From an optimization exercise on the open Yosys and OpenROAD flow, aimed at small area; shortcuts taken in it are not production practice. Where RTL was checked, it was by simulation tests only, not by an equivalence proof against the original. Power is estimated from default activity; no workload was simulated.

== harbor ==
==> flow/design.v <==
module ringbuf_vga (
    input  wire          clk,
    input  wire          rst,
    input  wire          rx_valid,
    input  wire [7:0]    rx_data,
    input  wire          rx_last,
    input  wire          line_tick,
    input  wire          frame_tick,
    input  wire          poll_tick,
    input  wire          gl_valid,
    input  wire [15:0]   gl_row,
    output reg           gl_done,
    output reg           gl_ok,
    output reg           tx_valid,
    output wire [7:0]    tx_byte,
    output reg           scan_valid,
    output wire [191:0]  scan_data,
    output wire [2:0]    avail_lines,
    output wire [15:0]   frame_count,
    output wire [15:0]   rx_count,
    output wire [15:0]   proc_count
);
    reg [159:0] line0, line1, line2, line3, line4, line5;   
    reg [159:0] line_buf;      
    reg [2:0]   rc;            
    reg [2:0]   wl;            
    reg [2:0]   al;            
    reg [4:0]   ab;            
    reg         receiving;     
    reg [15:0]  received;
    reg [13:0]  proc_q;        
    reg [15:0]  frame_counter;
    reg [15:0]  scanline;
    reg [15:0]  last_row;
    reg         last_none;
    reg         in_block;
    wire       s_hi0   = (scanline[15:7] == 9'd0);
    wire [6:0] s_lo    = scanline[6:0];
    wire       visible = s_hi0 && (s_lo >= 7'd5) && (s_lo < 7'd95);
    wire [6:0] s_off   = s_lo - 7'd5;
    wire [4:0] tick_row = s_off / 7'd3;    
    wire        fetch_req = (line_tick && visible) || gl_valid;
    wire [15:0] fetch_row = gl_valid ? gl_row : {11'd0, tick_row};
    wire        fetch_new = fetch_req && (last_none || (last_row != fetch_row));
    wire        fetch_ok  = fetch_new && (al != 3'd0);
    wire [2:0]  al_c = fetch_ok ? al - 3'd1 : al;
    wire flow_check = fetch_ok || poll_tick;
    wire req_emit   = flow_check && ((al_c[2:1] == 2'b00) || (al_c == 3'd2 && ab == 5'd0));
    wire rx_cmd  = rx_valid && !in_block && rx_last;
    wire rx_pay  = rx_valid && !rx_cmd;
    wire do_sof  = rx_cmd && (rx_data == 8'h05);
    wire do_data = rx_cmd && (rx_data == 8'h01);
    wire do_end  = rx_cmd && (rx_data == 8'h02);
    wire flush   = do_sof || do_end || (do_data && !receiving);
    wire wr_en   = rx_pay && receiving && (al_c != 3'd6);
    wire ab_wrap = (ab == 5'd19);
    reg [19:0] col_sel;
    integer k;
    always @* begin
        for (k = 0; k < 20; k = k + 1)
            col_sel[k] = (ab == k);
    end
    wire [5:0] line_we;
    assign line_we[0] = wr_en && (wl == 3'd0);
    assign line_we[1] = wr_en && (wl == 3'd1);
    assign line_we[2] = wr_en && (wl == 3'd2);
    assign line_we[3] = wr_en && (wl == 3'd3);
    assign line_we[4] = wr_en && (wl == 3'd4);
    assign line_we[5] = wr_en && (wl == 3'd5);
    wire [959:0] st_q = {line5, line4, line3, line2, line1, line0};
    wire [959:0] st_d;
    genvar c, l, b;
    generate
        for (l = 0; l < 6; l = l + 1) begin : g_line
            for (c = 0; c < 20; c = c + 1) begin : g_col
                wire we = line_we[l] && col_sel[c];
                wire wen = !we;
                for (b = 0; b < 8; b = b + 1) begin : g_bit
                    ringbuf_vga_wbit u_wb (
                        .d   (rx_data[b]),
                        .q   (st_q[160*l + 8*c + b]),
                        .we  (we),
                        .wen (wen),
                        .y   (st_d[160*l + 8*c + b]));
                end
            end
        end
    endgenerate
    always @(posedge clk)
        {line5, line4, line3, line2, line1, line0} <= st_d;
    wire [5:0] rsel;
    assign rsel[0] = !rst && fetch_ok && (rc == 3'd0);
    assign rsel[1] = !rst && fetch_ok && (rc == 3'd1);
    assign rsel[2] = !rst && fetch_ok && (rc == 3'd2);
    assign rsel[3] = !rst && fetch_ok && (rc == 3'd3);
    assign rsel[4] = !rst && fetch_ok && (rc == 3'd4);
    assign rsel[5] = !rst && fetch_ok && (rc == 3'd5);
    wire hold = !rst && !fetch_ok;
    wire [159:0] line_buf_d;
    generate
        for (b = 0; b < 160; b = b + 1) begin : g_lb
            ringbuf_vga_sel7 u_sel (
                .s ({hold, rsel}),
                .d ({line_buf[b], line5[b], line4[b], line3[b], line2[b], line1[b], line0[b]}),
                .y (line_buf_d[b]));
        end
    endgenerate
    always @(posedge clk)
        line_buf <= line_buf_d;
    always @(posedge clk) begin
        if (rst) begin
            rc            <= 3'd0;
            wl            <= 3'd0;
            al            <= 3'd0;
            ab            <= 5'd0;
            receiving     <= 1'b0;
            received      <= 16'd0;
            proc_q        <= 14'd0;
            frame_counter <= 16'd0;
            scanline      <= 16'd0;
            last_row      <= 16'd0;
            last_none     <= 1'b1;
            in_block      <= 1'b0;
        end else begin
            if (rx_valid)
                in_block <= !rx_last;
            if (frame_tick)
                scanline <= 16'd0;
            else if (line_tick)
                scanline <= scanline + 16'd1;
            if (frame_tick)
                last_none <= 1'b1;
            else if (fetch_new) begin
                last_row  <= fetch_row;
                last_none <= 1'b0;
            end
            if (flush) begin
                rc       <= 3'd0;
                wl       <= 3'd0;
                al       <= 3'd0;
                ab       <= 5'd0;
                received <= 16'd0;
                proc_q   <= 14'd0;
            end else begin
                if (fetch_ok) begin
                    rc     <= (rc == 3'd5) ? 3'd0 : rc + 3'd1;
                    proc_q <= proc_q + 14'd5;
                end
                if (wr_en) begin
                    ab       <= ab_wrap ? 5'd0 : ab + 5'd1;
                    received <= received + 16'd1;
                    if (ab_wrap)
                        wl <= (wl == 3'd5) ? 3'd0 : wl + 3'd1;
                end
                al <= al_c + {2'b00, wr_en && ab_wrap};
            end
            if (do_sof || do_data)
                receiving <= 1'b1;
            else if (do_end)
                receiving <= 1'b0;
            if (do_end && receiving)
                frame_counter <= frame_counter + 16'd1;
        end
    end
    always @(posedge clk) begin
        if (rst) begin
            gl_done    <= 1'b0;
            gl_ok      <= 1'b0;
            tx_valid   <= 1'b0;
            scan_valid <= 1'b0;
        end else begin
            gl_done    <= gl_valid;
            gl_ok      <= gl_valid && fetch_ok;
            tx_valid   <= req_emit;
            scan_valid <= line_tick && visible;
        end
    end
    assign tx_byte     = 8'h03;
    assign scan_data   = {16'd0, line_buf, 16'd0};
    assign avail_lines = al;
    assign frame_count = frame_counter;
    assign rx_count    = received;
    assign proc_count  = {proc_q, 2'b00};
endmodule
module ringbuf_vga_sel7 (
    input  wire [6:0] s,
    input  wire [6:0] d,
    output wire       y
);
    assign y = |(s & d);
endmodule
module ringbuf_vga_wbit (
    input  wire d,
    input  wire q,
    input  wire we,
    input  wire wen,
    output wire y
);
    assign y = (d & we) | (q & wen);
endmodule
==> flow/config.mk <==
export PLATFORM = sky130hd
export DESIGN_NAME = ringbuf_vga
export DESIGN_NICKNAME = ringbuf_vga
export VERILOG_FILES = /design/flow/design.v
export SDC_FILE = /design/flow/constraint.sdc
export NUM_CORES = 4
export LEC_CHECK = 0
export CAP_MARGIN = 20
export CORE_MARGIN = 2
export CORE_UTILIZATION = 40
export SLEW_MARGIN = 20
export SYNTH_HIERARCHICAL = 1
==> flow/constraint.sdc <==
create_clock -name core_clock -period 12.0 [get_ports {clk}]
set_input_delay 2.4000 -clock core_clock [delete_from_list [all_inputs] [get_ports {clk}]]
set_output_delay 2.4000 -clock core_clock [all_outputs]
set_load 0.01 [all_outputs]
standard.sh (not shown) runs the stock make flow with config.mk's settings and CLKGATE_MAP_FILE= SYNTH_SCRIPT=/design/flow/synth_recipe.tcl, a recipe that flattens the netlist after the stock synthesis.
==> flow/flow/run.sh <==
#!/bin/bash
set -e
export BUFFER_PORTS_ARGS="-buffer_cell sky130_fd_sc_hd__buf_1"
export CTS_ARGS="-sink_clustering_enable -repair_clock_nets -dont_use_dummy_load -buf_list sky130_fd_sc_hd__clkbuf_4 -sink_clustering_size 8 -sink_clustering_max_diameter 40"
bash standard.sh > standard.log 2>&1
Inputs modified between harbor and sierra:
==> flow/design.v, changed modules only <==
module ringbuf_vga_sel7 (
    input  wire [6:0] s,
    input  wire [6:0] d,
    output wire       y
);
    wire n_lo, n_hi;
    ringbuf_vga_aoi3 u_lo (.s(s[2:0]), .d(d[2:0]), .y(n_lo));
    ringbuf_vga_aoi3 u_hi (.s(s[5:3]), .d(d[5:3]), .y(n_hi));
    assign y = ~(n_lo & n_hi & ~(s[6] & d[6]));
endmodule
module ringbuf_vga_aoi3 (
    input  wire [2:0] s,
    input  wire [2:0] d,
    output wire       y
);
    assign y = ~|(s & d);
endmodule
--- outcome ---
- In sierra, the worst path required time came out 0.04 ns below the value in harbor.
- Against harbor, number of non-clock buffers in sierra rose by a few percent.
- Delta (sierra minus harbor): first-pass GRT wire length shows an increase of 4.4%; synthesized area per cell shows a reduction of about 1.2%; worst hold slack shows a reduction of 0.0042 ns; final worst setup slack shows an increase of 0.21 ns; cell count after synthesis shows an increase of about 2.1%.
- sierra vs. harbor: post-route clock period utilization now smaller; global-route usage rose 1.1 points; wire length on met1 lost 600 um; largest driver fanout on the critical path went up 22.
Only the layout flow was run in sierra; the RTL was not checked for function there.

---

Another version of the RTL of ringbuf_vga (not shown whole).
Size: ~3900 cells after synthesis, about 1200 flip-flops, about 43000 um2 of cells after synthesis.
==> module ringbuf_vga, before the edit <==
module ringbuf_vga (
    input  wire          clk,
    input  wire          rst,
    input  wire          rx_valid,
    input  wire [7:0]    rx_data,
    input  wire          rx_last,
    input  wire          line_tick,
    input  wire          frame_tick,
    input  wire          poll_tick,
    input  wire          gl_valid,
    input  wire [15:0]   gl_row,
    output reg           gl_done,
    output reg           gl_ok,
    output reg           tx_valid,
    output wire [7:0]    tx_byte,
    output reg           scan_valid,
    output wire [191:0]  scan_data,
    output wire [2:0]    avail_lines,
    output wire [15:0]   frame_count,
    output wire [15:0]   rx_count,
    output wire [15:0]   proc_count
);
    reg [159:0] line0, line1, line2, line3, line4, line5;   
    reg [159:0] line_buf;      
    reg [2:0]   rc;            
    reg [2:0]   wl;            
    reg [2:0]   al;            
    reg [4:0]   ab;            
    reg         receiving;     
    reg [15:0]  received;
    reg [13:0]  proc_q;        
    reg [15:0]  frame_counter;
    reg [15:0]  scanline;
    reg [15:0]  last_row;
    reg         last_none;
    reg         in_block;
    wire       s_hi0   = (scanline[15:7] == 9'd0);
    wire [6:0] s_lo    = scanline[6:0];
    wire       visible = s_hi0 && (s_lo >= 7'd5) && (s_lo < 7'd95);
    wire [6:0] s_off   = s_lo - 7'd5;
    wire [4:0] tick_row = s_off / 7'd3;    
    wire        fetch_req = (line_tick && visible) || gl_valid;
    wire [15:0] fetch_row = gl_valid ? gl_row : {11'd0, tick_row};
    wire        fetch_new = fetch_req && (last_none || (last_row != fetch_row));
    wire        fetch_ok  = fetch_new && (al != 3'd0);
    wire [2:0]  al_c = fetch_ok ? al - 3'd1 : al;
    wire flow_check = fetch_ok || poll_tick;
    wire req_emit   = flow_check && ((al_c[2:1] == 2'b00) || (al_c == 3'd2 && ab == 5'd0));
    wire rx_cmd  = rx_valid && !in_block && rx_last;
    wire rx_pay  = rx_valid && !rx_cmd;
    wire do_sof  = rx_cmd && (rx_data == 8'h05);
    wire do_data = rx_cmd && (rx_data == 8'h01);
    wire do_end  = rx_cmd && (rx_data == 8'h02);
    wire flush   = do_sof || do_end || (do_data && !receiving);
    wire wr_en   = rx_pay && receiving && (al_c != 3'd6);
    wire ab_wrap = (ab == 5'd19);
    reg [19:0] col_sel;
    integer k;
    always @* begin
        for (k = 0; k < 20; k = k + 1)
            col_sel[k] = (ab == k);
    end
    wire [5:0] line_we;
    assign line_we[0] = wr_en && (wl == 3'd0);
    assign line_we[1] = wr_en && (wl == 3'd1);
    assign line_we[2] = wr_en && (wl == 3'd2);
    assign line_we[3] = wr_en && (wl == 3'd3);
    assign line_we[4] = wr_en && (wl == 3'd4);
    assign line_we[5] = wr_en && (wl == 3'd5);
    wire [959:0] st_q = {line5, line4, line3, line2, line1, line0};
    wire [959:0] st_d;
    genvar c, l, b;
    generate
        for (l = 0; l < 6; l = l + 1) begin : g_line
            for (c = 0; c < 20; c = c + 1) begin : g_col
                wire we = line_we[l] && col_sel[c];
                wire wen = !we;
                for (b = 0; b < 8; b = b + 1) begin : g_bit
                    ringbuf_vga_wbit u_wb (
                        .d   (rx_data[b]),
                        .q   (st_q[160*l + 8*c + b]),
                        .we  (we),
                        .wen (wen),
                        .y   (st_d[160*l + 8*c + b]));
                end
            end
        end
    endgenerate
    always @(posedge clk)
        {line5, line4, line3, line2, line1, line0} <= st_d;
    wire [5:0] rsel;
    assign rsel[0] = !rst && fetch_ok && (rc == 3'd0);
    assign rsel[1] = !rst && fetch_ok && (rc == 3'd1);
    assign rsel[2] = !rst && fetch_ok && (rc == 3'd2);
    assign rsel[3] = !rst && fetch_ok && (rc == 3'd3);
    assign rsel[4] = !rst && fetch_ok && (rc == 3'd4);
    assign rsel[5] = !rst && fetch_ok && (rc == 3'd5);
    wire hold = !rst && !fetch_ok;
    wire [159:0] line_buf_d;
    generate
        for (b = 0; b < 160; b = b + 1) begin : g_lb
            ringbuf_vga_sel7 u_sel (
                .s ({hold, rsel}),
                .d ({line_buf[b], line5[b], line4[b], line3[b], line2[b], line1[b], line0[b]}),
                .y (line_buf_d[b]));
        end
    endgenerate
    always @(posedge clk)
        line_buf <= line_buf_d;
    always @(posedge clk) begin
        if (rst) begin
            rc            <= 3'd0;
            wl            <= 3'd0;
            al            <= 3'd0;
            ab            <= 5'd0;
            receiving     <= 1'b0;
            received      <= 16'd0;
            proc_q        <= 14'd0;
            frame_counter <= 16'd0;
            scanline      <= 16'd0;
            last_row      <= 16'd0;
            last_none     <= 1'b1;
            in_block      <= 1'b0;
        end else begin
            if (rx_valid)
                in_block <= !rx_last;
            if (frame_tick)
                scanline <= 16'd0;
            else if (line_tick)
                scanline <= scanline + 16'd1;
            if (fetch_req)
                last_row <= fetch_row;
            if (frame_tick)
                last_none <= 1'b1;
            else if (fetch_req)
                last_none <= 1'b0;
            if (flush) begin
                rc       <= 3'd0;
                wl       <= 3'd0;
                al       <= 3'd0;
                ab       <= 5'd0;
                received <= 16'd0;
                proc_q   <= 14'd0;
            end else begin
                if (fetch_ok) begin
                    rc     <= (rc == 3'd5) ? 3'd0 : rc + 3'd1;
                    proc_q <= proc_q + 14'd5;
                end
                if (wr_en) begin
                    ab       <= ab_wrap ? 5'd0 : ab + 5'd1;
                    received <= received + 16'd1;
                    if (ab_wrap)
                        wl <= (wl == 3'd5) ? 3'd0 : wl + 3'd1;
                end
                al <= al_c + {2'b00, wr_en && ab_wrap};
            end
            if (do_sof || do_data)
                receiving <= 1'b1;
            else if (do_end)
                receiving <= 1'b0;
            if (do_end && receiving)
                frame_counter <= frame_counter + 16'd1;
        end
    end
    always @(posedge clk) begin
        if (rst) begin
            gl_done    <= 1'b0;
            gl_ok      <= 1'b0;
            tx_valid   <= 1'b0;
            scan_valid <= 1'b0;
        end else begin
            gl_done    <= gl_valid;
            gl_ok      <= gl_valid && fetch_ok;
            tx_valid   <= req_emit;
            scan_valid <= line_tick && visible;
        end
    end
    assign tx_byte     = 8'h03;
    assign scan_data   = {16'd0, line_buf, 16'd0};
    assign avail_lines = al;
    assign frame_count = frame_counter;
    assign rx_count    = received;
    assign proc_count  = {proc_q, 2'b00};
endmodule
==> flow/config.mk <==
export PLATFORM = sky130hd
export DESIGN_NAME = ringbuf_vga
export DESIGN_NICKNAME = ringbuf_vga
export VERILOG_FILES = /design/flow/design.v
export SDC_FILE = /design/flow/constraint.sdc
export NUM_CORES = 4
export LEC_CHECK = 0
export CAP_MARGIN = 20
export CORE_MARGIN = 2
export CORE_UTILIZATION = 55
export SLEW_MARGIN = 20
export SYNTH_HIERARCHICAL = 1
==> flow/constraint.sdc <==
create_clock -name core_clock -period 12.0 [get_ports {clk}]
set_input_delay 2.4000 -clock core_clock [delete_from_list [all_inputs] [get_ports {clk}]]
set_output_delay 2.4000 -clock core_clock [all_outputs]
set_load 0.01 [all_outputs]
Scripts as last shown in full above: flow/flow/run.sh
Rerun with:
--- a/flow/design.v
+++ b/flow/design.v
@@ -34,14 +34,14 @@
     reg [15:0]  last_row;
     reg         last_none;
     reg         in_block;
     wire       s_hi0   = (scanline[15:7] == 9'd0);
     wire [6:0] s_lo    = scanline[6:0];
     wire       visible = s_hi0 && (s_lo >= 7'd5) && (s_lo < 7'd95);
-    wire [6:0] s_off   = s_lo - 7'd5;
-    wire [4:0] tick_row = s_off / 7'd3;    
+    reg  [4:0] tick_row;
+    reg  [1:0] tick_ph;
     wire        fetch_req = (line_tick && visible) || gl_valid;
     wire [15:0] fetch_row = gl_valid ? gl_row : {11'd0, tick_row};
     wire        fetch_new = fetch_req && (last_none || (last_row != fetch_row));
     wire        fetch_ok  = fetch_new && (al != 3'd0);
     wire [2:0]  al_c = fetch_ok ? al - 3'd1 : al;
     wire flow_check = fetch_ok || poll_tick;
@@ -51,41 +51,34 @@
     wire do_sof  = rx_cmd && (rx_data == 8'h05);
     wire do_data = rx_cmd && (rx_data == 8'h01);
     wire do_end  = rx_cmd && (rx_data == 8'h02);
     wire flush   = do_sof || do_end || (do_data && !receiving);
     wire wr_en   = rx_pay && receiving && (al_c != 3'd6);
     wire ab_wrap = (ab == 5'd19);
-    reg [19:0] col_sel;
-    integer k;
-    always @* begin
-        for (k = 0; k < 20; k = k + 1)
-            col_sel[k] = (ab == k);
-    end
     wire [5:0] line_we;
     assign line_we[0] = wr_en && (wl == 3'd0);
     assign line_we[1] = wr_en && (wl == 3'd1);
     assign line_we[2] = wr_en && (wl == 3'd2);
     assign line_we[3] = wr_en && (wl == 3'd3);
     assign line_we[4] = wr_en && (wl == 3'd4);
     assign line_we[5] = wr_en && (wl == 3'd5);
     wire [959:0] st_q = {line5, line4, line3, line2, line1, line0};
     wire [959:0] st_d;
-    genvar c, l, b;
+    genvar l, b;
     generate
         for (l = 0; l < 6; l = l + 1) begin : g_line
-            for (c = 0; c < 20; c = c + 1) begin : g_col
-                wire we = line_we[l] && col_sel[c];
-                wire wen = !we;
-                for (b = 0; b < 8; b = b + 1) begin : g_bit
-                    ringbuf_vga_wbit u_wb (
-                        .d   (rx_data[b]),
-                        .q   (st_q[160*l + 8*c + b]),
-                        .we  (we),
-                        .wen (wen),
-                        .y   (st_d[160*l + 8*c + b]));
-                end
+            wire         we  = line_we[l];
+            wire         wen = !line_we[l];
+            wire [159:0] sh  = {rx_data, st_q[160*l + 8 +: 152]};
+            for (b = 0; b < 160; b = b + 1) begin : g_bit
+                ringbuf_vga_wbit u_wb (
+                    .d   (sh[b]),
+                    .q   (st_q[160*l + b]),
+                    .we  (we),
+                    .wen (wen),
+                    .y   (st_d[160*l + b]));
             end
         end
     endgenerate
     always @(posedge clk)
         {line5, line4, line3, line2, line1, line0} <= st_d;
     wire [5:0] rsel;
@@ -115,22 +108,31 @@
             ab            <= 5'd0;
             receiving     <= 1'b0;
             received      <= 16'd0;
             proc_q        <= 14'd0;
             frame_counter <= 16'd0;
             scanline      <= 16'd0;
-            last_row      <= 16'd0;
+            tick_row      <= 5'd0;
+            tick_ph       <= 2'd0;
             last_none     <= 1'b1;
             in_block      <= 1'b0;
         end else begin
             if (rx_valid)
                 in_block <= !rx_last;
             if (frame_tick)
                 scanline <= 16'd0;
             else if (line_tick)
                 scanline <= scanline + 16'd1;
+            if (frame_tick || (line_tick && !visible)) begin
+                tick_row <= 5'd0;
+                tick_ph  <= 2'd0;
+            end else if (line_tick) begin
+                tick_ph  <= (tick_ph == 2'd2) ? 2'd0 : tick_ph + 2'd1;
+                if (tick_ph == 2'd2)
+                    tick_row <= tick_row + 5'd1;
+            end
             if (fetch_req)
                 last_row <= fetch_row;
             if (frame_tick)
                 last_none <= 1'b1;
             else if (fetch_req)
                 last_none <= 1'b0;
Sequential share of layout area rose by 3.0 points. Die area fell by 4.8%. Global-route usage fell by 3.8 points. Design area fell by about 4.3%. Wire length fell by 15%. Power fell by about 2%.

-- what the ideal ports hide --
The results above use ideal ports. As a check the final layouts listed here were re-extracted and re-timed, cells and wires unchanged.
Step 1: set_driving_cell puts a clkbuf_16 on clk and a buf_2 on each other input, an assumption about the parent block.
Step 2 also shifts input and output timing later by t, the mid clock arrival at the registers, as if the neighbouring blocks saw the same clock.
a / b / c = ideal ports / drivers / drivers and shift; a / b = the first two.
run | t, ns | slack for setup (ns) | worst setup path at the end | latest minus earliest clock arrival (ns) | slew at the worst register clock pin (ns)
harbor | 1.152 | 4.367 / 4.367 / 4.367 | register to register | 0.136 / 0.135 | 0.10 / 0.10
sierra | 1.136 | 4.576 / 4.576 / 3.804 | input to register | 0.132 / 0.132 | 0.10 / 0.10
the first run of note 2 | 1.084 | 4.372 / 4.372 / 3.437 | input to register | 0.107 / 0.108 | 0.10 / 0.10
the second run of note 2 | 1.056 | 4.802 / 4.844 / 3.788 | input to register | 0.088 / 0.088 | 0.09 / 0.09
After both steps every run listed still meets setup and hold. The setup slack of the second run of note 2, which loses most, moves by +0.042 ns with the drivers and by -1.014 ns with both steps.
